Background: an optimization exercise with open tools, aiming at small area. Do not read the settings as production practice. The RTL was checked by simulation tests, not by an equivalence proof against the original design.

### design.v
module ddscopex_ff_scale (
    input  wire [31:0] x,
    output wire [15:0] n,
    output wire        fail
);
    wire        sign = x[31];
    wire [7:0]  e    = x[30:23];
    wire [23:0] m    = {1'b1, x[22:0]};
    wire        top = (m >= 24'd8589935);
    wire [30:0] qa  = {m, 7'd0} - {5'd0, m, 2'd0} + {7'd0, m} + (top ? 31'd64 : 31'd32);
    wire [15:0] hi  = qa[30:15];
    wire [3:0]  sh  = 4'd4 - e[3:0];
    wire [15:0] s0  = sh[3] ? {8'd0, hi[15:8]} : hi;
    wire [15:0] s1  = sh[2] ? {4'd0, s0[15:4]} : s0;
    wire [15:0] s2  = sh[1] ? {2'd0, s1[15:2]} : s1;
    wire [15:0] s3  = sh[0] ? {1'd0, s2[15:1]} : s2;
    wire        big   = (e >= 8'd133);
    wire        tiny = (e <  8'd117);
    wire [15:0] mag   = tiny ? 16'd0 : s3;
    wire        over  = mag[15] & (~sign | (|mag[14:0]));
    assign fail = big | over;
    assign n    = sign ? (16'd0 - mag) : mag;
endmodule
module ddscopex_ff_div (
    input  wire [15:0] n,
    output wire [31:0] q
);
    wire        sign = n[15];
    wire [15:0] mag  = sign ? (16'd0 - n) : n;    
    wire        z3 = ~|mag[15:8];
    wire [15:0] m3 = z3 ? {mag[7:0], 8'd0} : mag;
    wire        z2 = ~|m3[15:12];
    wire [15:0] m2 = z2 ? {m3[11:0], 4'd0} : m3;
    wire        z1 = ~|m2[15:14];
    wire [15:0] m1 = z1 ? {m2[13:0], 2'd0} : m2;
    wire        z0 = ~m1[15];
    wire [15:0] norm = z0 ? {m1[14:0], 1'b0} : m1;
    wire        top = (norm[15:9] >= 7'd125);
    wire [30:0] dd  = top ? {1'b0, norm, 14'd62} : {norm, 15'd62};
    wire [174:0] rem;                            
    wire [23:0] r;
    assign rem[6:0] = dd[30:24];                 
    genvar i;
    generate
        for (i = 1; i < 25; i = i + 1) begin : g_step
            wire [7:0] t = {rem[7*i-1 -: 7], dd[24-i]};
            wire [7:0] s = t + 8'd3;              
            assign r[24-i] = s[7];
            assign rem[7*i+6 -: 7] = s[7] ? s[6:0] : t[6:0];
        end
    endgenerate
    wire [22:0] frac = r[22:0];
    wire [7:0]  expo = 8'd132 - {4'd0, z3, z2, z1, z0} + {7'd0, top};
    assign q = {sign, norm[15] ? expo : 8'd0, frac};
endmodule
module ddscopex_can_codec (
    input  wire        clk,
    input  wire        rst,
    input  wire        ms_tick,
    input  wire        cmd_valid,
    input  wire [15:0] cmd,
    input  wire [31:0] data,
    output wire        cmd_ready,
    output wire        rsp_valid,
    output wire [3:0]  rsp_code,
    output wire [31:0] result,
    output wire        busy,
    output wire        tx_valid,
    output wire [10:0] tx_id,
    output wire        tx_rtr,
    output wire [3:0]  tx_dlc,
    output wire [63:0] tx_data,
    input  wire        tx_ready,
    input  wire        tx_ok,
    input  wire        rx_valid,
    input  wire [10:0] rx_id,
    input  wire        rx_rtr,
    input  wire [3:0]  rx_dlc,
    input  wire [63:0] rx_data,
    output wire        rx_ready
);
    localparam [3:0] C_OK = 4'd0, C_TIMEOUT = 4'd1, C_DEFAULTED = 4'd2, C_ERR_AXIS = 4'd3,
                     C_ERR_CMD = 4'd4, C_ERR_ID = 4'd5, C_ERR_DLC = 4'd6, C_ERR_OFFSET = 4'd7,
                     C_ERR_RANGE = 4'd8, C_ERR_SEND = 4'd9, C_ILLEGAL = 4'd10, C_ERR_NOFRAME = 4'd11;
    reg [10:0] frame_id;
    reg        frame_rtr;
    reg        frame_valid;
    reg [3:0]  frame_dlc;
    reg [63:0] tx_buf;
    reg [10:0] rx_id_q;
    reg [63:0] rx_buf;
    reg [31:0] result_q;
    reg [3:0]  last_code;
    reg        rsp_v;
    reg [15:0] timeout_ms;
    reg        silent;
    reg [1:0]  fsm;         
    wire idle    = (fsm == 2'd0);
    wire st_tx   = (fsm == 2'd1);
    wire st_wait = fsm[1];
    wire st_hb   = (fsm == 2'd3);
    assign cmd_ready = idle & ~rst;
    assign busy      = ~idle;
    assign tx_valid  = st_tx & ~rst;
    assign rx_ready  = st_wait & ~rst;
    assign rsp_valid = rsp_v;
    assign rsp_code  = last_code;
    assign result    = result_q;
    assign tx_id     = frame_id;
    assign tx_rtr    = frame_rtr;
    assign tx_dlc    = frame_dlc;
    assign tx_data   = tx_buf;
    wire [4:0] opc = cmd[15:11];
    wire [2:0] off = cmd[10:8];
    wire op_nop    = (opc == 5'd0);
    wire op_enc    = (opc == 5'd1);
    wire op_dec    = (opc == 5'd2);
    wire op_clr    = (opc == 5'd3);
    wire op_dlc    = (opc == 5'd4);
    wire op_tmo    = (opc == 5'd5);
    wire op_pol    = (opc == 5'd6);
    wire op_pack   = (opc[4:3] == 2'b01) & (opc[2:0] != 3'd7);
    wire op_unpack = (opc[4:3] == 2'b10) & (opc[2:1] != 2'b11);
    wire op_xchg   = (opc == 5'd24);
    wire op_hb     = (opc == 5'd25);
    wire z10_8 = ~|cmd[10:8];
    wire z6_4  = ~|cmd[6:4];
    wire z3_2  = ~|cmd[3:2];
    wire low_z = z10_8 & ~cmd[7] & z6_4;           
    wire legal = ((op_nop | op_clr | op_tmo | op_xchg | op_hb) & low_z & z3_2 & ~cmd[1] & ~cmd[0])
               | ((op_enc | op_pol) & low_z & z3_2 & ~cmd[1])
               | (op_dec & low_z & z3_2 & ~(cmd[1] & cmd[0]))
               | (op_dlc & low_z)
               | (op_pack & ~cmd[7] & z6_4 & z3_2 & ~cmd[1] & ~cmd[0])
               | (op_unpack & z6_4 & z3_2 & ~cmd[1] & ~cmd[0]);
    wire w1 = (opc[2:0] == 3'd0) | (opc[2:0] == 3'd6);
    wire w2 = (opc[2:0] == 3'd1) | (opc[2:0] == 3'd5);
    wire off_bad = w1 ? 1'b0 : w2 ? (off == 3'd7) : (off > 3'd4);
    wire is_ffp  = opc[3] & opc[2] & (opc[1] ^ opc[0]);    
    wire [15:0] ff_n;
    wire        ff_fail;
    ddscopex_ff_scale u_scale (.x(data), .n(ff_n), .fail(ff_fail));
    wire [31:0] pv = is_ffp ? {data[31:16], ff_n} : data;
    wire [39:0] l1 = off[0] ? {pv[31:24], pv[23:0], pv[7:0]} : {pv[31:24], pv};
    wire [55:0] l2 = off[1] ? {l1, l1[15:0]} : {l1[39:24], l1};
    wire [63:0] l3 = off[2] ? {l2[31:0], l2[31:0]} : {l2[31:24], l2};
    wire [3:0] wmask = w1 ? 4'b0001 : w2 ? 4'b0011 : 4'b1111;
    wire [7:0] wbyte = {4'd0, wmask} << off;
    wire [63:0] src = cmd[7] ? tx_buf : rx_buf;
    wire [55:0] a4  = off[2] ? {src[55:32], src[63:32]} : src[55:0];
    wire [39:0] a2  = off[1] ? a4[55:16] : a4[39:0];
    wire [31:0] rd  = off[0] ? a2[39:8] : a2[31:0];
    wire [31:0] ff_q;
    ddscopex_ff_div u_div (.n(rd[15:0]), .q(ff_q));
    reg [31:0] unpack_val;
    always @(*) begin
        case (opc[2:0])
            3'd0:    unpack_val = {24'd0, rd[7:0]};
            3'd1:    unpack_val = {{16{rd[15]}}, rd[15:0]};
            3'd5:    unpack_val = ff_q;
            default: unpack_val = rd;
        endcase
    end
    wire [10:0] dec_id = cmd[1] ? frame_id : cmd[0] ? rx_id_q : data[10:0];
    wire axis_bad = |data[31:22];
    wire cid_bad  = |data[15:5];
    wire id_bad   = ~cmd[1] & ~cmd[0] & (|data[31:11]);
    wire dlc_bad  = cmd[3] & |cmd[2:0];
    wire tmo_bad  = |data[31:16];
    wire acc      = cmd_valid & idle;
    wire do_enc   = acc & legal & op_enc & ~axis_bad & ~cid_bad;
    wire do_dec   = acc & legal & op_dec & ~id_bad;
    wire do_clr   = acc & legal & op_clr;
    wire do_dlc   = acc & legal & op_dlc & ~dlc_bad;
    wire do_tmo   = acc & legal & op_tmo & ~tmo_bad;
    wire do_pol   = acc & legal & op_pol;
    wire do_pack  = acc & legal & op_pack & ~off_bad & ~(is_ffp & ff_fail);
    wire do_unp   = acc & legal & op_unpack & ~off_bad;
    wire do_xchg  = acc & legal & op_xchg & frame_valid;
    wire do_hb    = acc & legal & op_hb & ~axis_bad;
    reg [3:0] idle_code;
    always @(*) begin
        idle_code = C_OK;
        if (!legal)
            idle_code = C_ILLEGAL;
        else if (op_enc)
            idle_code = axis_bad ? C_ERR_AXIS : cid_bad ? C_ERR_CMD : C_OK;
        else if (op_dec)
            idle_code = id_bad ? C_ERR_ID : C_OK;
        else if (op_dlc)
            idle_code = dlc_bad ? C_ERR_DLC : C_OK;
        else if (op_tmo)
            idle_code = tmo_bad ? C_ERR_RANGE : C_OK;
        else if (op_pack | op_unpack)
            idle_code = off_bad ? C_ERR_OFFSET : (op_pack & is_ffp & ff_fail) ? C_ERR_RANGE : C_OK;
        else if (op_xchg)
            idle_code = C_ERR_NOFRAME;    
        else if (op_hb)
            idle_code = C_ERR_AXIS;       
    end
    wire [3:0]  timeout_code = silent ? C_DEFAULTED : C_TIMEOUT;
    wire        id_eq    = st_hb ? (rx_id == {rx_buf[21:16], 5'b00001}) : (rx_id == frame_id);
    wire        rx_match = st_wait & rx_valid & id_eq;
    wire [15:0] cnt_inc  = rx_buf[15:0] + 16'd1;
    wire        tick     = st_wait & ~st_hb & ~rx_match & ms_tick;
    wire        tmo_hit  = tick & (cnt_inc == timeout_ms);
    wire        tx_done  = st_tx & tx_ready;
    wire        tx_end   = tx_done & (~tx_ok | ~frame_rtr | (timeout_ms == 16'd0));
    wire [3:0]  tx_code  = ~tx_ok ? C_ERR_SEND : ~frame_rtr ? C_OK : timeout_code;
    wire        complete = (acc & ~do_xchg & ~do_hb) | tx_end | rx_match | tmo_hit;
    wire [3:0]  code     = idle ? idle_code : st_tx ? tx_code : rx_match ? C_OK : timeout_code;
    wire [7:0]  cap_en;
    genvar gb;
    generate
        for (gb = 0; gb < 8; gb = gb + 1) begin : g_cap
            assign cap_en[gb] = rx_dlc[3] | (rx_dlc[2:0] > gb);
        end
    endgenerate
    wire rx_clr = do_xchg & frame_rtr | do_hb | tmo_hit;
    always @(posedge clk) begin
        if (complete)
            last_code <= code;
        if (do_enc)
            frame_rtr <= cmd[0];
    end
    integer k;
    always @(posedge clk) begin
        if (rst) begin
            frame_id    <= 11'd0;
            frame_valid <= 1'b0;
            frame_dlc   <= 4'd0;
            tx_buf      <= 64'd0;
            rx_id_q     <= 11'd0;
            rx_buf      <= 64'd0;
            result_q    <= 32'd0;
            rsp_v       <= 1'b0;
            timeout_ms  <= 16'd5;
            silent      <= 1'b0;
            fsm         <= 2'd0;
        end else begin
            rsp_v <= complete;
            if (do_enc) begin
                frame_id    <= {data[21:16], data[4:0]};
                frame_valid <= 1'b1;
            end
            if (do_clr)
                frame_dlc <= 4'd0;
            else if (do_dlc)
                frame_dlc <= cmd[3:0];
            if (do_tmo)
                timeout_ms <= data[15:0];
            if (do_pol)
                silent <= cmd[0];
            for (k = 0; k < 8; k = k + 1) begin
                if (do_clr)
                    tx_buf[8*k +: 8] <= 8'd0;
                else if (do_pack & wbyte[k])
                    tx_buf[8*k +: 8] <= l3[8*k +: 8];
            end
            if (do_dec)
                result_q <= {10'd0, dec_id[10:5], 11'd0, dec_id[4:0]};
            else if (do_unp)
                result_q <= unpack_val;
            if (rx_match) begin
                rx_id_q <= rx_id;
                for (k = 0; k < 8; k = k + 1)
                    rx_buf[8*k +: 8] <= cap_en[k] ? rx_data[8*k +: 8] : 8'd0;
            end else if (rx_clr) begin
                rx_buf <= {42'd0, (do_hb ? data[21:16] : 6'd0), 16'd0};
            end else if (tick) begin
                rx_buf[15:0] <= cnt_inc;
            end
            if (do_xchg)
                fsm <= 2'd1;
            else if (do_hb)
                fsm <= 2'd3;
            else if (tx_done)
                fsm <= tx_end ? 2'd0 : 2'd2;
            else if (rx_match | tmo_hit)
                fsm <= 2'd0;
        end
    end
endmodule
### flow/run.sh
#!/bin/bash
# Own layout flow: the standard ORFS flow with
#  - an area-oriented ABC mapping script in place of ORFS's abc_area.script,
#  - adders left to ABC (no ADDER_MAP_FILE full/half-adder cell mapping),
#  - port buffers of the smallest buffer cell,
#  - clock tree synthesis with clkbuf_8 buffers, larger sink clusters and
#    without dummy loads.
# Registers are the standard synthesis's: only the combinational mapping
# changes. Each ORFS step writes its full log under orfs/logs; make's output
# goes to orfs_make.log.
set -euo pipefail
W=$(pwd)
rm -rf "$W/scripts_area"
cp -r "$FLOW_HOME/scripts" "$W/scripts_area"
cp "$W/flow/abc_area.script" "$W/scripts_area/abc_area.script"
bash "$W/standard.sh" SCRIPTS_DIR="$W/scripts_area" ADDER_MAP_FILE= \
    "BUFFER_PORTS_ARGS=-buffer_cell sky130_fd_sc_hd__buf_1" \
    "CTS_ARGS=-sink_clustering_enable -repair_clock_nets -dont_use_dummy_load -buf_list sky130_fd_sc_hd__clkbuf_8 -sink_clustering_size 14 -sink_clustering_max_diameter 100" \
    finish > "$W/orfs_make.log" 2>&1
### flow/abc_area.script
strash
dch -f
amap
strash
dch -f
amap
strash
dch -f
amap
topo
stime -c
### standard.sh
#!/bin/bash
# synth_recipe.tcl (not shown) runs the flow's synth.tcl, then flattens the netlist and writes it again
# the make line also repeats each setting of config.mk as NAME=value (left out here)
make -C /OpenROAD-flow-scripts/flow DESIGN_CONFIG=/design/flow/config.mk WORK_HOME=/design/flow/orfs CLKGATE_MAP_FILE= SYNTH_SCRIPT=/design/flow/synth_recipe.tcl "${@:-finish}"
### config.mk
export PLATFORM = sky130hd
export DESIGN_NAME = ddscopex_can_codec
export DESIGN_NICKNAME = ddscopex_can_codec
export VERILOG_FILES = /design/flow/design.v
export SDC_FILE = /design/flow/constraint.sdc
export NUM_CORES = 4
export LEC_CHECK = 0
export ABC_AREA = 1
export CAP_MARGIN = 0
export CORE_MARGIN = 2
export CORE_UTILIZATION = 60
export SLEW_MARGIN = 0
### constraint.sdc
create_clock -name core_clock -period 50.0 [get_ports {clk}]
set_input_delay 10.0000 -clock core_clock [delete_from_list [all_inputs] [get_ports {clk}]]
set_output_delay 10.0000 -clock core_clock [all_outputs]
set_load 0.01 [all_outputs]
==> results.json, run 1 <==
{
  "final_core_util": 0.689,
  "final_cells": 2936,
  "ys_dominant_reg_cell": "dfxtp_1",
  "ant_nets": 0,
  "grt.total_usage": 0.461,
  "end_kind": "flop",
  "setup_tns_ps": 0,
  "numCtsBuffers": 19,
  "register_area_um2": 4290,
  "max-cap-violations": 0,
  "setup_violations": 0,
  "slowest_stage": "a2111oi_0",
  "clockBufferDepth": 3,
  "r2r_start": "tx_buf[32]",
  "avgSynthCellArea_um2": 6.67,
  "outcome": "timing/DRC/antenna clean",
  "dr.pass1.iters": 9,
  "grt_pass1_vias": 18100,
  "drive_gt1_frac": 0.0280,
  "muxShareOfSynthArea": 0,
  "maxSlewHeadroom": 0.0959,
  "cp-startpoint": "cmd[10]",
  "clock_skew_ps": 52.4,
  "grt_max_degree": 83,
  "hpwl_mm": 49.3,
  "core-area_um2": 25100,
  "fin_ws_ps": 3370,
  "clock-root-buffer": "clkbuf_8",
  "clock_latency_ps": 570,
  "min_path_cells": 2,
  "wl_mm": 64.8,
  "required_ps": 50460,
  "synth_top_family_by_area": "compound AO/OA/AOI/OAI gates",
  "synthTopCellsByArea": "dfxtp_1 (27%), nor2_1 (12%), o22ai_1 (11%), a21oi_1 (5.8%), o21ai_0 (5.8%)",
  "layout.nets": 2741,
  "fin_area_um2": 17300,
  "netlist.area_leader.share": 0.271,
  "hold_viol_final": 0,
  "min_from": "rx_buf[56]",
  "crit_type": "in -> reg",
  "place_inst": 2915,
  "synth_top_cell_by_area": "dfxtp_1",
  "synth_compound_area_frac": 0.417,
  "fmax_mhz": 21.4,
  "synthAdderAreaFrac": 0,
  "rsz0062_at_grt": "false",
  "yosys-top-cells-count": "nor2_1 (492), o22ai_1 (263), dfxtp_1 (207)",
  "seq_area_frac_synth": 0.280,
  "hold_buffers": 0,
  "synth_seq_cells": 212,
  "whs_ps": 474,
  "synth_area_um2": 15300,
  "fillCellCount": 2281,
  "multi_input_area_um2": 10300,
  "synth_warnings": 1,
  "die_x_um": 164,
  "synth-edff-count": 5,
  "io_buffers": 254,
  "route.detailed.vias_per_inst": 7.05,
  "cts_tree": "yes",
  "die_y_um": 164,
  "cp_common_cell": "nor2_1",
  "period_share": 0.933,
  "area_growth_pct": 13.0,
  "synth_cell_type_count": 50,
  "drtIter0Drc": 3765,
  "wl_per_cell_um": 22.1,
  "grt_pass1_wl_mm": 98.1,
  "yosys.area_share.simple": 0.250,
  "route.vias.total": 20700,
  "min_path_type": "reg -> reg",
  "path_clk_slew_ps": 90,
  "cts_resized": 0,
  "placed_area_um2": 17000,
  "io_pins": 256,
  "async_flop_share": 0,
  "cts.sinks": 212,
  "worstPathArrival_ps": 47090,
  "crit_fanout": 34,
  "final.min_clock_period_ps": 46630,
  "synth_nets": 2431,
  "worst_slew_pin_slew_ps": 1340,
  "post-place-ws_ps": 2860,
  "synth-xor-area-share": 0.00286,
  "antenna_found_initial": 1,
  "drc_errors": 0,
  "initial_core_util": 0.610,
  "drv_slew": 0,
  "rows": 58,
  "postCtsSetupRepairBufs": 0,
  "h-tree-depth": 1,
  "synth_cells": 2296,
  "worst_r2r_path_depth": 172,
  "grt_overflow_total": 0,
  "gp_congestion": 1.06,
  "die_area_um2": 26800,
  "startpoint_type": "input pin",
  "cpPeakStageDelay_ps": 610,
  "synth_most_common_cell": "nor2_1"
}
-- kinds of logic (layout without fill, tap and decap cells) --
kind of cell	Yosys count	after routing
DFF	212	212
xor gates and xnor gates	5	5
buffers and inverters	202	510
and+or+nand+nor	900	900
AOI/OAI and AO/OA	977	977
other	0	2
-- cell usage in the layout (no fill, tap or decap), types with 29 or more instances in the layout --
cell type	instances
or3_1	35
a22oi_1	50
nand2_1	183
buf_1	250
nand3_1	40
a31oi_1	33
o22ai_1	263
o221ai_1	29
a21oi_1	179
o21ai_0	177
o22a_1	33
nor3_1	56
buf_4	35
clkinv_1	199
nor2_1	492
a221oi_1	36
dfxtp_1	207
-- worst paths after layout --
check        slack (ps)     endpoint
min reg2reg         470   rx_buf[56]
min                 470   rx_buf[56]
max                3370  result_q[0]
max reg2reg       13580  result_q[0]
-- critical path, delay by kind of cell --
kind	cells	cell delay (ps)
and+or+nand+nor	93	17960
AOI/OAI and AO/OA	52	12890
buffers and inverters	31	6190
-- metal layers --
layer	GRT usage	wire [µm]	up-vias	part of all wire
li1	-	-	9361	-
met3	0.120	9740	364	0.15
met2	0.693	26700	1747	0.41
met4	0.234	4160	0	0.064
met5	0	0	-	0
met1	0.608	24300	9219	0.37
-- registers in the layout, summed over array words and instances (netlist names) --
register	cells
frame_dlc	4
frame_id	11
frame_rtr	1
frame_valid	1
fsm	2
last_code	4
result_q	32
rsp_v	1
rx_buf	64
rx_id_q	11
silent	1
timeout_ms	16
tx_buf	64
-- final cells by class --
class | instances | share of cell area
inverters | 202 | 0.0442
well taps | 330 | 0.0239
multi-input cells | 1882 | 0.598
flip-flops and latches | 212 | 0.248
diodes | 2 | 0.000289
repair buffers | 289 | 0.0709
clock buffers | 19 | 0.0151
==> run 2, diff against run 1 <==
==> flow/abc_area.script (replaced) <==
strash
dch -f
amap -F 2 -A 8
strash
dch -f
amap -F 2 -A 8
strash
dch -f
amap -F 2 -A 8
topo
stime -c
--- a/config.mk
+++ b/config.mk
@@ -8,5 +8,5 @@
 export ABC_AREA = 1
 export CAP_MARGIN = 0
 export CORE_MARGIN = 2
-export CORE_UTILIZATION = 60
+export CORE_UTILIZATION = 50
 export SLEW_MARGIN = 0
==> run 2 against run 1 <==
Still clean; final cell count increased by 1.4%; core utilization down 12 points; maximum frequency is 2.1% higher; largest cell class unchanged.
==> results.json, run 2 <==
{
  "outcome": "timing/DRC/antenna clean",
  "rows": 64,
  "antenna_found_initial": 1,
  "io_pins": 256,
  "setup_violations": 0,
  "end_kind": "flop",
  "synth_area_um2": 15400,
  "startpoint_type": "input pin",
  "crit_type": "in -> reg",
  "max-cap-violations": 0,
  "ys_dominant_reg_cell": "dfxtp_1",
  "drtIter0Drc": 2607,
  "fillCellCount": 3089,
  "min_path_cells": 2,
  "min_path_type": "reg -> reg",
  "netlist.area_leader.share": 0.269,
  "synth-xor-area-share": 0.00454,
  "cts.sinks": 212,
  "yosys-top-cells-count": "nor2_1 (480), o22ai_1 (248), clkinv_1 (222)",
  "grt_overflow_total": 0,
  "rrSetupSlack_ps": 14330,
  "numCtsBuffers": 19,
  "min_delay_worst_endpoint": "rx_buf[56]",
  "cp_common_cell": "nor2_1",
  "grt_pass1_wl_mm": 100,
  "route.vias.total": 20000,
  "clockBufferDepth": 3,
  "clock_latency_ps": 560,
  "clock_skew_ps": 68.6,
  "async_flop_share": 0,
  "synth_seq_cells": 212,
  "die_y_um": 180,
  "seq_area_frac_synth": 0.279,
  "place_inst": 2958,
  "avgSynthCellArea_um2": 6.77,
  "crit_fanout": 39,
  "maxSlewHeadroom": 0.255,
  "synth_top_family_by_area": "compound AO/OA/AOI/OAI gates",
  "drv_slew": 0,
  "final_cells": 2978,
  "drive_gt1_frac": 0.0236,
  "drc_errors": 0,
  "synth_cell_type_count": 56,
  "placed_area_um2": 17100,
  "required_ps": 50420,
  "synth-edff-count": 5,
  "min_from": "rx_buf[56]",
  "grt_pass1_vias": 17700,
  "initial_core_util": 0.505,
  "synth_compound_area_frac": 0.437,
  "r2r_start": "tx_buf[50]",
  "core-area_um2": 30500,
  "ant_nets": 0,
  "area_growth_pct": 12.9,
  "synth_cells": 2278,
  "die_x_um": 180,
  "synthAdderAreaFrac": 0,
  "hold_buffers": 0,
  "final.min_clock_period_ps": 45670,
  "cts_tree": "yes",
  "worst_slew_pin_slew_ps": 1110,
  "setup_tns_ps": 0,
  "muxShareOfSynthArea": 0,
  "final_cell_mix": "nor2_1 (480), buf_1 (250), o22ai_1 (248)",
  "gp_congestion": 1.04,
  "synth_warnings": 1,
  "wl_per_cell_um": 22.3,
  "top_regs": "rx_buf: 64 flops, tx_buf: 64 flops, result_q: 32 flops",
  "period_share": 0.913,
  "synth_top_cell_by_area": "dfxtp_1",
  "hold_viol_final": 0,
  "yosys.area_share.simple": 0.226,
  "io_buffers": 254,
  "layout.nets": 2718,
  "slowest_stage": "or4b_1",
  "h-tree-depth": 1,
  "final_common_cell": "nor2_1",
  "cpPeakStageDelay_ps": 550,
  "grt_max_degree": 66,
  "synth_most_common_cell": "nor2_1",
  "grt.total_usage": 0.387,
  "synth_nets": 2413,
  "worstPathArrival_ps": 46090,
  "wl_mm": 66.3,
  "r2r_end": "result_q[0]",
  "clock-root-buffer": "clkbuf_8",
  "fin_area_um2": 17400,
  "path_clk_slew_ps": 100,
  "rsz0062_at_grt": "false",
  "hpwl_mm": 51.2,
  "synthTopCellsByArea": "dfxtp_1 (27%), nor2_1 (12%), o22ai_1 (10%), o21ai_0 (6.3%), a21oi_1 (5.9%)",
  "die_area_um2": 32300,
  "dr.pass1.iters": 7,
  "worst_r2r_path_depth": 173,
  "fmax_mhz": 21.9,
  "route.detailed.vias_per_inst": 6.73,
  "fin_ws_ps": 4330,
  "post-place-ws_ps": 3620
}
run 2: cell types whose count changed after synthesis, moves of 15 or more:
cell      change
nand2_1      -29
o21ai_0      +15
or3_1        -23
a221oi_1     -19
o22ai_1      -15
o221a_1      +18
clkinv_1     +20
run 2: cells by family (layout without fill, tap and decap cells):
| family | Yosys count | count (layout) |
|---|---|---|
| other | 0 | 1 |
| buffers and inverters | 222 | 525 |
| XOR/XNOR | 8 | 8 |
| AO/OA/AOI/OAI | 1013 | 1013 |
| flip-flops | 212 | 212 |
| AND/OR/NAND/NOR | 823 | 823 |
run 2: through the flow:
stage                     hold slack [ps]   util
final                                 497  0.570
after global routing                  519  0.570
after CTS                             499  0.570
after detailed placement              478  0.561
after global placement                462  0.561
after floorplan                       450      -
run 2: worst max-delay path by stage:
stage	startpoint	to	slack, ps	depth (start not counted)
final	cmd[10]	result_q[0]	4330	176
after global routing	cmd[10]	result_q[0]	180	176
after CTS	cmd[10]	result_q[0]	4000	175
after detailed placement	cmd[10]	result_q[0]	3620	175
after global placement	cmd[10]	result_q[0]	4390	174
after floorplan	cmd[7]	result_q[0]	8950	168
run 2: repair_timing:
action                                  in CTS  in global routing
endpoints found under the hold margin        0                  0
endpoints found under the setup margin       0                  3
setup buffers                                0                  0
resized for setup                            0                  5
run 2: layout make-up:
type,count,area (µm²),area share
multi-input combinational,1844,10300,0.594
sequential,212,4290,0.247
timing repair buffer,284,1190,0.0682
inverter,222,833,0.0479
tap,396,495,0.0285
clock buffer,19,262,0.0150
antenna,1,2.50,0.000144
run 2: metal layers:
metal | vias to the layer above | global-route usage | part of all wire
met5 | - | 0 | 0.00024
met1 | 9258 | 0.525 | 0.41
met3 | 204 | 0.0612 | 0.10
li1 | 9384 | - | -
met2 | 1197 | 0.608 | 0.43
met4 | 2 | 0.169 | 0.051
run 2: critical path: cells and delay by family:
kind,cells,cell delay [ps]
AND/OR/NAND/NOR,97,17160
AO/OA/AOI/OAI,48,12300
buffers and inverters,31,6500
==> run 3, diff against run 2 <==
==> flow/abc_area.script (replaced) <==
strash
dch -f
amap
strash
dch -f
amap
strash
dch -f
amap
topo
stime -c
==> run 3 against run 2 <==
Still clean; global-route usage increased by 1.0 points; setup slack worse by 330 ps; flip-flop and latch count unchanged; maximum frequency fell by 0.72%; non-clock buffer count is 4 higher; via count decreased by 0.55%; critical path depth grew 4; first-iteration DRC count grew 0.58%; die area down 0.65%; synthesized area fell by 0.67%; critical endpoint unchanged.
==> results.json, run 3 <==
{
  "avgSynthCellArea_um2": 6.67,
  "final_cell_mix": "nor2_1 (490), o22ai_1 (262), buf_1 (250)",
  "worst_slew_pin_slew_ps": 1250,
  "slowest_stage": "o21ai_0",
  "clock-root-buffer": "clkbuf_8",
  "drv_slew": 0,
  "synth_warnings": 1,
  "end_kind": "flop",
  "core-area_um2": 30300,
  "route.vias.total": 19900,
  "clockBufferDepth": 3,
  "outcome": "timing/DRC/antenna clean",
  "fin_area_um2": 17400,
  "synth_seq_cells": 212,
  "ys_dominant_reg_cell": "dfxtp_1",
  "period_share": 0.920,
  "rows": 64,
  "die_x_um": 179,
  "io_pins": 256,
  "synth_cell_type_count": 50,
  "synthTopCellsByArea": "dfxtp_1 (27%), nor2_1 (12%), o22ai_1 (11%), a21oi_1 (5.8%), o21ai_0 (5.8%)",
  "yosys.area_share.simple": 0.250,
  "synth-edff-count": 5,
  "cpPeakStageDelay_ps": 600,
  "worst_r2r_path_depth": 176,
  "hold_viol_final": 0,
  "h-tree-depth": 1,
  "top_regs": "rx_buf: 64 flops, tx_buf: 64 flops, result_q: 32 flops",
  "final_common_cell": "nor2_1",
  "min_path_cells": 2,
  "required_ps": 50400,
  "numCtsBuffers": 19,
  "worstPathArrival_ps": 46400,
  "fillCellCount": 3105,
  "synth_top_cell_by_area": "dfxtp_1",
  "drtIter0Drc": 2622,
  "synth_area_um2": 15300,
  "startpoint_type": "input pin",
  "wl_mm": 66.7,
  "cts_tree": "yes",
  "io_buffers": 254,
  "synth_cells": 2296,
  "cts.sinks": 212,
  "grt_max_degree": 77,
  "maxSlewHeadroom": 0.159,
  "max-cap-violations": 0,
  "path_clk_slew_ps": 90,
  "async_flop_share": 0,
  "seq_area_frac_synth": 0.280,
  "r2r_start": "rx_buf[56]",
  "r2r_end": "result_q[0]",
  "synth_nets": 2431,
  "grt.total_usage": 0.397,
  "die_y_um": 179,
  "drc_errors": 0,
  "synth_top_family_by_area": "compound AO/OA/AOI/OAI gates",
  "grt_pass1_vias": 17100,
  "synth_compound_area_frac": 0.417,
  "gp_congestion": 1.02,
  "route.detailed.vias_per_inst": 6.65,
  "initial_core_util": 0.505,
  "netlist.area_leader.share": 0.271,
  "clock_latency_ps": 560,
  "area_growth_pct": 13.6,
  "final.min_clock_period_ps": 46000,
  "grt_overflow_total": 0,
  "clock_skew_ps": 66.6,
  "setup_tns_ps": 0,
  "min_path_type": "reg -> reg",
  "crit_type": "in -> reg",
  "synthAdderAreaFrac": 0,
  "hpwl_mm": 51.4,
  "rsz0062_at_grt": "false",
  "min_from": "rx_buf[59]",
  "placed_area_um2": 17100,
  "muxShareOfSynthArea": 0,
  "min_delay_worst_endpoint": "rx_buf[59]",
  "drive_gt1_frac": 0.0292,
  "ant_nets": 0,
  "wl_per_cell_um": 22.2,
  "synth-xor-area-share": 0.00286,
  "yosys-top-cells-count": "nor2_1 (492), o22ai_1 (263), dfxtp_1 (207)",
  "fmax_mhz": 21.7,
  "dr.pass1.iters": 9,
  "layout.nets": 2740,
  "synth_most_common_cell": "nor2_1",
  "crit_fanout": 52,
  "grt_pass1_wl_mm": 98.9,
  "cp_common_cell": "nor2_1",
  "rrSetupSlack_ps": 14390,
  "antenna_found_initial": 0,
  "n_antenna_cell": 0,
  "die_area_um2": 32000,
  "setup_violations": 0
}
## run 3: cell count changes in the layout (fill, tap and decap cells not counted), sizes merged, moves of 13 or more
cell	change
nand2	+29
a221oi	+19
clkinv	-23
o22ai	+15
nor2b	+13
o21ai	-15
o221ai	-13
nand3	+13
or3	+23
o221a	-18
## run 3: cell type report
cell class / instances / area [µm²] / share of cell area
Clock buffer: 19 / 262 / 0.0150
Sequential cell: 212 / 4290 / 0.247
Inverter: 202 / 766 / 0.0440
Multi-Input combinational cell: 1882 / 10400 / 0.596
Tap cell: 396 / 495 / 0.0285
Timing Repair Buffer: 288 / 1220 / 0.0699
## run 3: worst max-delay path by stage
stage	slack [ps]	end	startpoint	cells past startpoint
after floorplan	7080	result_q[0]	cmd[10]	174
after global placement	3170	result_q[0]	cmd[10]	177
after detailed placement	2490	result_q[0]	cmd[10]	178
after CTS	2790	result_q[0]	cmd[10]	176
after global routing	120	result_q[0]	cmd[10]	180
final	4000	result_q[0]	cmd[10]	180
## run 3: cells by family after synthesis
logic type / Yosys count
buffers and inverters: 202
AOI/OAI and AO/OA: 977
DFF: 212
and+or+nand+nor: 900
xor gates and xnor gates: 5
## run 3: through the flow
stage	std cells	setup slack, ps	util	hold WS [ps]
after CTS	2999	2790	0.571	463
after detailed placement	2980	2490	0.562	447
after global placement	2980	3170	0.562	444
after floorplan	2296	7080	-	424
after global routing	2999	116	0.573	488
final	2999	4000	0.573	465
## run 3: per-layer routing
| metal | GRT usage | part of all wire | up-vias |
|---|---|---|---|
| li1 | - | - | 9377 |
| met1 | 0.550 | 0.41 | 9082 |
| met2 | 0.597 | 0.42 | 1268 |
| met3 | 0.0886 | 0.13 | 208 |
| met4 | 0.155 | 0.045 | 0 |
| met5 | 0 | 0 | - |
## run 3: what timing repair did
| action | 4_1_cts | 5_1_grt |
|---|---|---|
| hold buffers | 0 | 0 |
| buffers inserted | 0 | 0 |
| gates resized for setup | 0 | 18 |
| endpoints found under the setup margin | 0 | 3 |
## run 3: worst max-delay path: cells and delay by family
kind / cells / cell delay [ps]
and+or+nand+nor: 97 / 17850
AOI/OAI and AO/OA: 52 / 12450
buffers and inverters: 31 / 6000
==> run 4, diff against run 3 <==
--- a/config.mk
+++ b/config.mk
@@ -9,4 +9,5 @@
 export CAP_MARGIN = 0
 export CORE_MARGIN = 2
 export CORE_UTILIZATION = 50
+export GPL_TIMING_DRIVEN = 0
 export SLEW_MARGIN = 0
==> run 4 against run 3 <==
Core utilization grew 0.091 points; clock skew down 23 ps; maximum frequency shrank 0.77%; synthesized cell count stayed put; design area is 0.16% higher; critical path depth shrank 5; synthesized area unchanged; critical endpoint unchanged; final cell count shrank 0.40%.
==> results.json, run 4 <==
{
  "grt_overflow_total": 0,
  "hold_buffers": 0,
  "yosys-top-cells-count": "nor2_1 (492), o22ai_1 (263), dfxtp_1 (207)",
  "wl_met1_mm": 27.5,
  "startpoint_type": "input pin",
  "setup_violations": 0,
  "rows": 64,
  "synth-edff-count": 5,
  "required_ps": 50430,
  "drv_slew": 0,
  "route.vias.total": 20200,
  "antenna_found_initial": 0,
  "hold_viol_final": 0,
  "crit_fanout": 52,
  "drtIter0Drc": 2636,
  "period_share": 0.927,
  "clock_skew_ps": 43.8,
  "netlist.area_leader.share": 0.271,
  "gp_congestion": 1.04,
  "synthTopCellsByArea": "dfxtp_1 (27%), nor2_1 (12%), o22ai_1 (11%), a21oi_1 (5.8%), o21ai_0 (5.8%)",
  "synth_warnings": 1,
  "clock-root-buffer": "clkbuf_8",
  "numCtsBuffers": 19,
  "grt_pass1_wl_mm": 98.0,
  "end_kind": "flop",
  "crit_type": "in -> reg",
  "io_pins": 256,
  "final_cells": 2987,
  "io_buffers": 254,
  "avgSynthCellArea_um2": 6.67,
  "max-cap-violations": 0,
  "clockBufferDepth": 3,
  "dr_wl_met3_mm": 8.24,
  "slowest_stage": "or4_1",
  "area_growth_pct": 13.8,
  "final_cell_mix": "nor2_1 (489), o22ai_1 (263), buf_1 (249)",
  "cts.sinks": 212,
  "die_x_um": 179,
  "fmax_mhz": 21.6,
  "fin_ws_ps": 3640,
  "synth_top_cell_by_area": "dfxtp_1",
  "synth_seq_cells": 212,
  "dr_wl_met2_mm": 27.8,
  "place_inst": 2958,
  "ys_dominant_reg_cell": "dfxtp_1",
  "setup_tns_ps": 0,
  "h-tree-depth": 1,
  "highest_layer": "met4",
  "cp_common_cell": "nor2_1",
  "route.detailed.vias_per_inst": 6.76,
  "final_common_cell": "nor2_1",
  "top_regs": "rx_buf: 64 flops, tx_buf: 64 flops, result_q: 32 flops",
  "core-area_um2": 30300,
  "worst_slew_pin_slew_ps": 1380,
  "register_area_um2": 4290,
  "synth_cells": 2296,
  "seq_area_frac_synth": 0.280,
  "die_area_um2": 32000,
  "drive_gt1_frac": 0.0293,
  "grt_pass1_vias": 17100,
  "post-place-ws_ps": -464,
  "die_y_um": 179,
  "drc_errors": 0,
  "hpwl_mm": 51.1,
  "dr.pass1.iters": 7,
  "fillCellCount": 3067,
  "wl_mm": 66.8,
  "grt_max_degree": 68,
  "wl_per_cell_um": 22.4,
  "synth_cell_type_count": 50,
  "layout.nets": 2727,
  "grt.total_usage": 0.393,
  "maxSlewHeadroom": 0.0772,
  "synth_most_common_cell": "nor2_1",
  "min_path_type": "reg -> reg",
  "synth_area_um2": 15300,
  "final.min_clock_period_ps": 46360,
  "synth_nets": 2431,
  "multi_input_area_um2": 10400,
  "ant_nets": 0,
  "clock_latency_ps": 570,
  "cts_tree": "yes",
  "cpPeakStageDelay_ps": 530,
  "initial_core_util": 0.505,
  "path_clk_slew_ps": 100,
  "async_flop_share": 0,
  "outcome": "timing/DRC/antenna clean",
  "worstPathArrival_ps": 46790
}
-- run 4: cell types whose count changed in the layout (fill, tap and decap cells not counted), moves of 2 or more --
| cell | previous run | this run |
|---|---|---|
| buf_2 | 0 | 4 |
| buf_12 | 0 | 4 |
| clkinvlp_4 | 2 | 5 |
| buf_4 | 34 | 10 |
| buf_6 | 0 | 3 |
| inv_4 | 0 | 3 |
| a21oi_2 | 0 | 2 |
| o21ai_1 | 2 | 7 |
| o21ai_0 | 177 | 171 |
| a21oi_1 | 179 | 177 |
| buf_8 | 0 | 2 |
| clkbuf_2 | 3 | 0 |
| clkinv_1 | 198 | 192 |
-- run 4: cells by family (layout without fill, tap and decap cells) --
| logic type | after synthesis | count (layout) | share of synthesized area |
|---|---|---|---|
| buffers and inverters | 202 | 496 | 0.0495 |
| and+or+nand+nor | 900 | 900 | 0.250 |
| AOI/OAI and AO/OA | 977 | 977 | 0.417 |
| other | 0 | 1 | 0 |
| DFF | 212 | 212 | 0.280 |
| xor gates and xnor gates | 5 | 5 | 0.00286 |
-- run 4: cell type report --
cell class | instances | share of cell area
Timing Repair inverter | 1 | 0.000287
Sequential cell | 212 | 0.246
Clock buffer | 19 | 0.0150
Inverter | 202 | 0.0451
Tap cell | 396 | 0.0284
Multi-Input combinational cell | 1882 | 0.596
Timing Repair Buffer | 274 | 0.0682
Antenna cell | 1 | 0.000144
-- run 4: layer usage --
layer,GRT usage,vias up
met5,0,-
met4,0.166,0
met3,0.0865,229
met2,0.577,1319
met1,0.552,9278
li1,-,9357
-- run 4: path summary, 6_finish.rpt --
kind	from	to	slack (ps)	cells after the start
setup reg to reg	rx_buf[56]	result_q[0]	13940	173
hold reg to reg	rx_buf[59]	rx_buf[59]	460	2
setup / recovery	cmd[10]	result_q[0]	3640	175
hold / removal	rx_buf[59]	rx_buf[59]	460	2
-- run 4: worst max-delay path: cells and delay by family --
kind            cells  cell delay [ps]
compound gates     52            12530
simple gates       95            18180
buf+inv            28             5970
-- run 4: what timing repair did --
| action | in CTS | in global routing |
|---|---|---|
| setup endpoints to repair | 2 | 5 |
| pin swaps | 0 | 2 |
| buffers inserted | 0 | 6 |
| gates resized for setup | 1 | 33 |
| gates cloned | 0 | 1 |
-- run 4: per-stage QoR --
stage | cell area [µm²] | utilization | hold WS [ps]
after global placement | 16800 | 0.552 | 442
after floorplan | 15300 | - | 424
after CTS | 17200 | 0.568 | 463
after detailed placement | 17000 | 0.559 | 451
after global routing | 17400 | 0.574 | 487
final | 17400 | 0.574 | 462
==> run 5, diff against run 4 <==
==> flow/run.sh (replaced) <==
#!/bin/bash
# Own layout flow: the standard ORFS flow with
#  - an area-oriented ABC mapping script in place of ORFS's abc_area.script,
#  - adders left to ABC (no ADDER_MAP_FILE full/half-adder cell mapping),
#  - port buffers of the smallest buffer cell,
#  - clock tree synthesis with clkbuf_8 buffers and without dummy loads.
# Registers are the standard synthesis's: only the combinational mapping
# changes. Each ORFS step writes its full log under orfs/logs; make's output
# goes to orfs_make.log.
set -euo pipefail
W=$(pwd)
rm -rf "$W/scripts_area"
cp -r "$FLOW_HOME/scripts" "$W/scripts_area"
cp "$W/flow/abc_area.script" "$W/scripts_area/abc_area.script"
bash "$W/standard.sh" SCRIPTS_DIR="$W/scripts_area" ADDER_MAP_FILE= \
    "BUFFER_PORTS_ARGS=-buffer_cell sky130_fd_sc_hd__buf_1" \
    "CTS_ARGS=-sink_clustering_enable -repair_clock_nets -dont_use_dummy_load -buf_list sky130_fd_sc_hd__clkbuf_8" \
    finish > "$W/orfs_make.log" 2>&1
--- a/config.mk
+++ b/config.mk
@@ -6,8 +6,7 @@
 export NUM_CORES = 4
 export LEC_CHECK = 0
 export ABC_AREA = 1
-export CAP_MARGIN = 0
+export CAP_MARGIN = 20
 export CORE_MARGIN = 2
 export CORE_UTILIZATION = 50
-export GPL_TIMING_DRIVEN = 0
-export SLEW_MARGIN = 0
+export SLEW_MARGIN = 20
==> run 5 against run 4 <==
Via count decreased by 0.16%; non-clock buffer count grew 14; sequential share of layout area shrank 0.38 points; routed wire length up 0.65%; critical endpoint unchanged.
==> results.json, run 5 <==
{
  "n_antenna_cell": 0,
  "synth_cells": 2296,
  "initial_core_util": 0.505,
  "max-cap-violations": 0,
  "synth_cell_type_count": 50,
  "grt_pass1_wl_mm": 99.5,
  "worst_slew_pin_slew_ps": 1020,
  "gp_congestion": 1.02,
  "setup_violations": 0,
  "required_ps": 50440,
  "synth_area_um2": 15300,
  "drv_slew": 0,
  "grt_max_degree": 77,
  "clockBufferDepth": 3,
  "min_path_type": "reg -> reg",
  "synth_nets": 2431,
  "hold_viol_final": 0,
  "layout.nets": 2761,
  "cts_tree": "yes",
  "netlist.area_leader.share": 0.271,
  "ant_nets": 0,
  "hold_buffers": 0,
  "outcome": "timing/DRC/antenna clean",
  "final.min_clock_period_ps": 46080,
  "clock_latency_ps": 580,
  "clock-root-buffer": "clkbuf_8",
  "drc_errors": 0,
  "crit_buf_inv": 31,
  "area_growth_pct": 15.5,
  "final_core_util": 0.583,
  "ys_dominant_reg_cell": "dfxtp_1",
  "wl_mm": 67.2,
  "yosys.area_share.simple": 0.250,
  "async_flop_share": 0,
  "fin_ws_ps": 3920,
  "cp_num_cells": 179,
  "r2r_start": "rx_buf[56]",
  "antenna_found_initial": 0,
  "worstPathArrival_ps": 46520,
  "crit_family": "simple AND/OR/NAND/NOR gates",
  "die_y_um": 179,
  "worst_r2r_path_depth": 175,
  "r2r_end": "result_q[0]",
  "route.detailed.vias_per_inst": 6.67,
  "drive_gt1_frac": 0.0377,
  "endpoint": "result_q[0]",
  "cts.sinks": 212,
  "grt.total_usage": 0.401,
  "rsz0062_at_grt": "false",
  "crit_type": "in -> reg",
  "numCtsBuffers": 40,
  "crit_fanout": 52,
  "final_cell_mix": "nor2_1 (489), o22ai_1 (262), buf_1 (250)",
  "route.vias.total": 20200,
  "synth_warnings": 1,
  "synth_top_family_by_area": "compound AO/OA/AOI/OAI gates",
  "fmax_mhz": 21.7,
  "period_share": 0.922,
  "clock_skew_ps": 88.0,
  "synth-xor-area-share": 0.00286,
  "core-area_um2": 30300,
  "synth_seq_cells": 212,
  "final_common_cell": "nor2_1",
  "grt_overflow_total": 0,
  "cp_common_cell": "nor2_1",
  "post-place-ws_ps": 2490,
  "die_x_um": 179,
  "yosys-top-cells-count": "nor2_1 (492), o22ai_1 (263), dfxtp_1 (207)",
  "seq_area_frac_synth": 0.280,
  "slowest_stage": "o21ai_0",
  "synth_compound_area_frac": 0.417,
  "top_regs": "rx_buf: 64 flops, tx_buf: 64 flops, result_q: 32 flops",
  "path_clk_slew_ps": 60,
  "synth_top_cell_by_area": "dfxtp_1",
  "rows": 64,
  "wl_per_cell_um": 22.3,
  "die_area_um2": 32000,
  "cp-startpoint": "cmd[10]",
  "startpoint_type": "input pin",
  "grt_pass1_vias": 17300,
  "muxShareOfSynthArea": 0,
  "cpPeakStageDelay_ps": 600,
  "end_kind": "flop",
  "io_pins": 256,
  "maxSlewHeadroom": 0.319,
  "synthTopCellsByArea": "dfxtp_1 (27%), nor2_1 (12%), o22ai_1 (11%), a21oi_1 (5.8%), o21ai_0 (5.8%)",
  "avgSynthCellArea_um2": 6.67,
  "rrSetupSlack_ps": 14340,
  "io_buffers": 254,
  "dr.pass1.iters": 8,
  "drtIter0Drc": 2541,
  "synth-edff-count": 5,
  "setup_tns_ps": 0,
  "h-tree-depth": 2,
  "synth_most_common_cell": "nor2_1",
  "synthAdderAreaFrac": 0,
  "hpwl_mm": 51.4
}
==> run 5: cell count changes in the layout (fill, tap and decap cells not counted), sizes merged <==
cell,before,now
buf,272,284
clkbuf,21,44
clkinv,193,199
clkinvlp,6,1
diode,1,0
inv,4,2
==> run 5: worst register-to-register path: cells and delay by family, from the launching register on <==
family	cells	cell delay (ps)
flops	1	320
compound gates	54	13300
simple gates	95	17140
buf+inv	26	4790
==> run 5: cell type report <==
class                           count  area [µm²]
Tap cell                          396         495
Sequential cell                   212        4290
Multi-Input combinational cell   1882       10400
Timing Repair Buffer              288        1220
Clock buffer                       40         551
Inverter                          202         762
Fill cell                        3067       12700
==> run 5: per-layer routing <==
metal	track usage	part of all wire	vias up
li1	-	-	9430
met1	0.551	0.41	9234
met2	0.602	0.42	1277
met3	0.0935	0.12	210
met4	0.160	0.045	0
met5	0	0	-
==> run 5: repair_timing <==
action | in CTS | in global routing
setup buffers | 0 | 0
gates resized for setup | 0 | 17
setup endpoints to repair | 0 | 3
==> run 5: metrics by stage <==
| stage | hold slack, ps | area [µm²] | std cells |
|---|---|---|---|
| after detailed placement | 447 | 17100 | 2980 |
| after CTS | 458 | 17600 | 3020 |
| after global placement | 444 | 17100 | 2980 |
| after global routing | 482 | 17700 | 3020 |
| final | 457 | 17700 | 3020 |
| after floorplan | 424 | 15300 | 2296 |
==> run 5: kinds of logic (layout without fill, tap and decap cells) <==
group,Yosys count,in the layout
AND/OR/NAND/NOR,900,900
AO/OA/AOI/OAI,977,977
buffers and inverters,202,530
XOR/XNOR,5,5
flip-flops,212,212
==> run 5: how the worst min path moves through the flow <==
stage / from / to / slack, ps / cells past startpoint
4_1_cts: rx_buf[59] / rx_buf[59] / 460 / 2
5_1_grt: rx_buf[62] / rx_buf[62] / 480 / 2
3_5_place_dp: rx_buf[58] / rx_buf[58] / 450 / 2
6_report: rx_buf[59] / rx_buf[59] / 460 / 2
3_3_place_gp: rx_buf[58] / rx_buf[58] / 440 / 2
2_1_floorplan: frame_valid / frame_valid / 420 / 2

afterwards: timing with drivers on the ports:
The flow's constraints put no driver on any port. The routed layouts listed below were extracted and timed again, unchanged, in two steps. Step 1: set_driving_cell puts a clkbuf_16 on clk and a buf_2 on each other input, an assumption about the parent block. Step 2 moves the port delays by t, midway between the first and last clock arrival at a register: inputs arrive t later, outputs are due t later. That takes back most of the time a late clock gives input paths. Three values: no drivers, after step 1, after step 2; two values: the first two.
| run | t (ns) | setup WS [ns] | worst hold slack (ns) | pins driven straight from the clock port |
|---|---|---|---|---|
| run 1 | 0.591 | 3.370 / 3.392 / 2.801 | 0.474 / 0.474 / 0.474 | 1 |
| run 2 | 0.582 | 4.329 / 4.356 / 3.774 | 0.497 / 0.497 / 0.497 | 1 |
| run 3 | 0.579 | 3.996 / 4.017 / 3.438 | 0.465 / 0.465 / 0.465 | 1 |
| run 4 | 0.602 | 3.641 / 3.661 / 3.059 | 0.462 / 0.462 / 0.462 | 1 |
| run 5 | 0.589 | 3.923 / 3.947 / 3.358 | 0.457 / 0.457 / 0.457 | 1 |
After both steps every run listed still meets setup and hold. The setup slack of run 4, which loses most, moves by +0.020 ns with the drivers and by -0.582 ns with both steps.
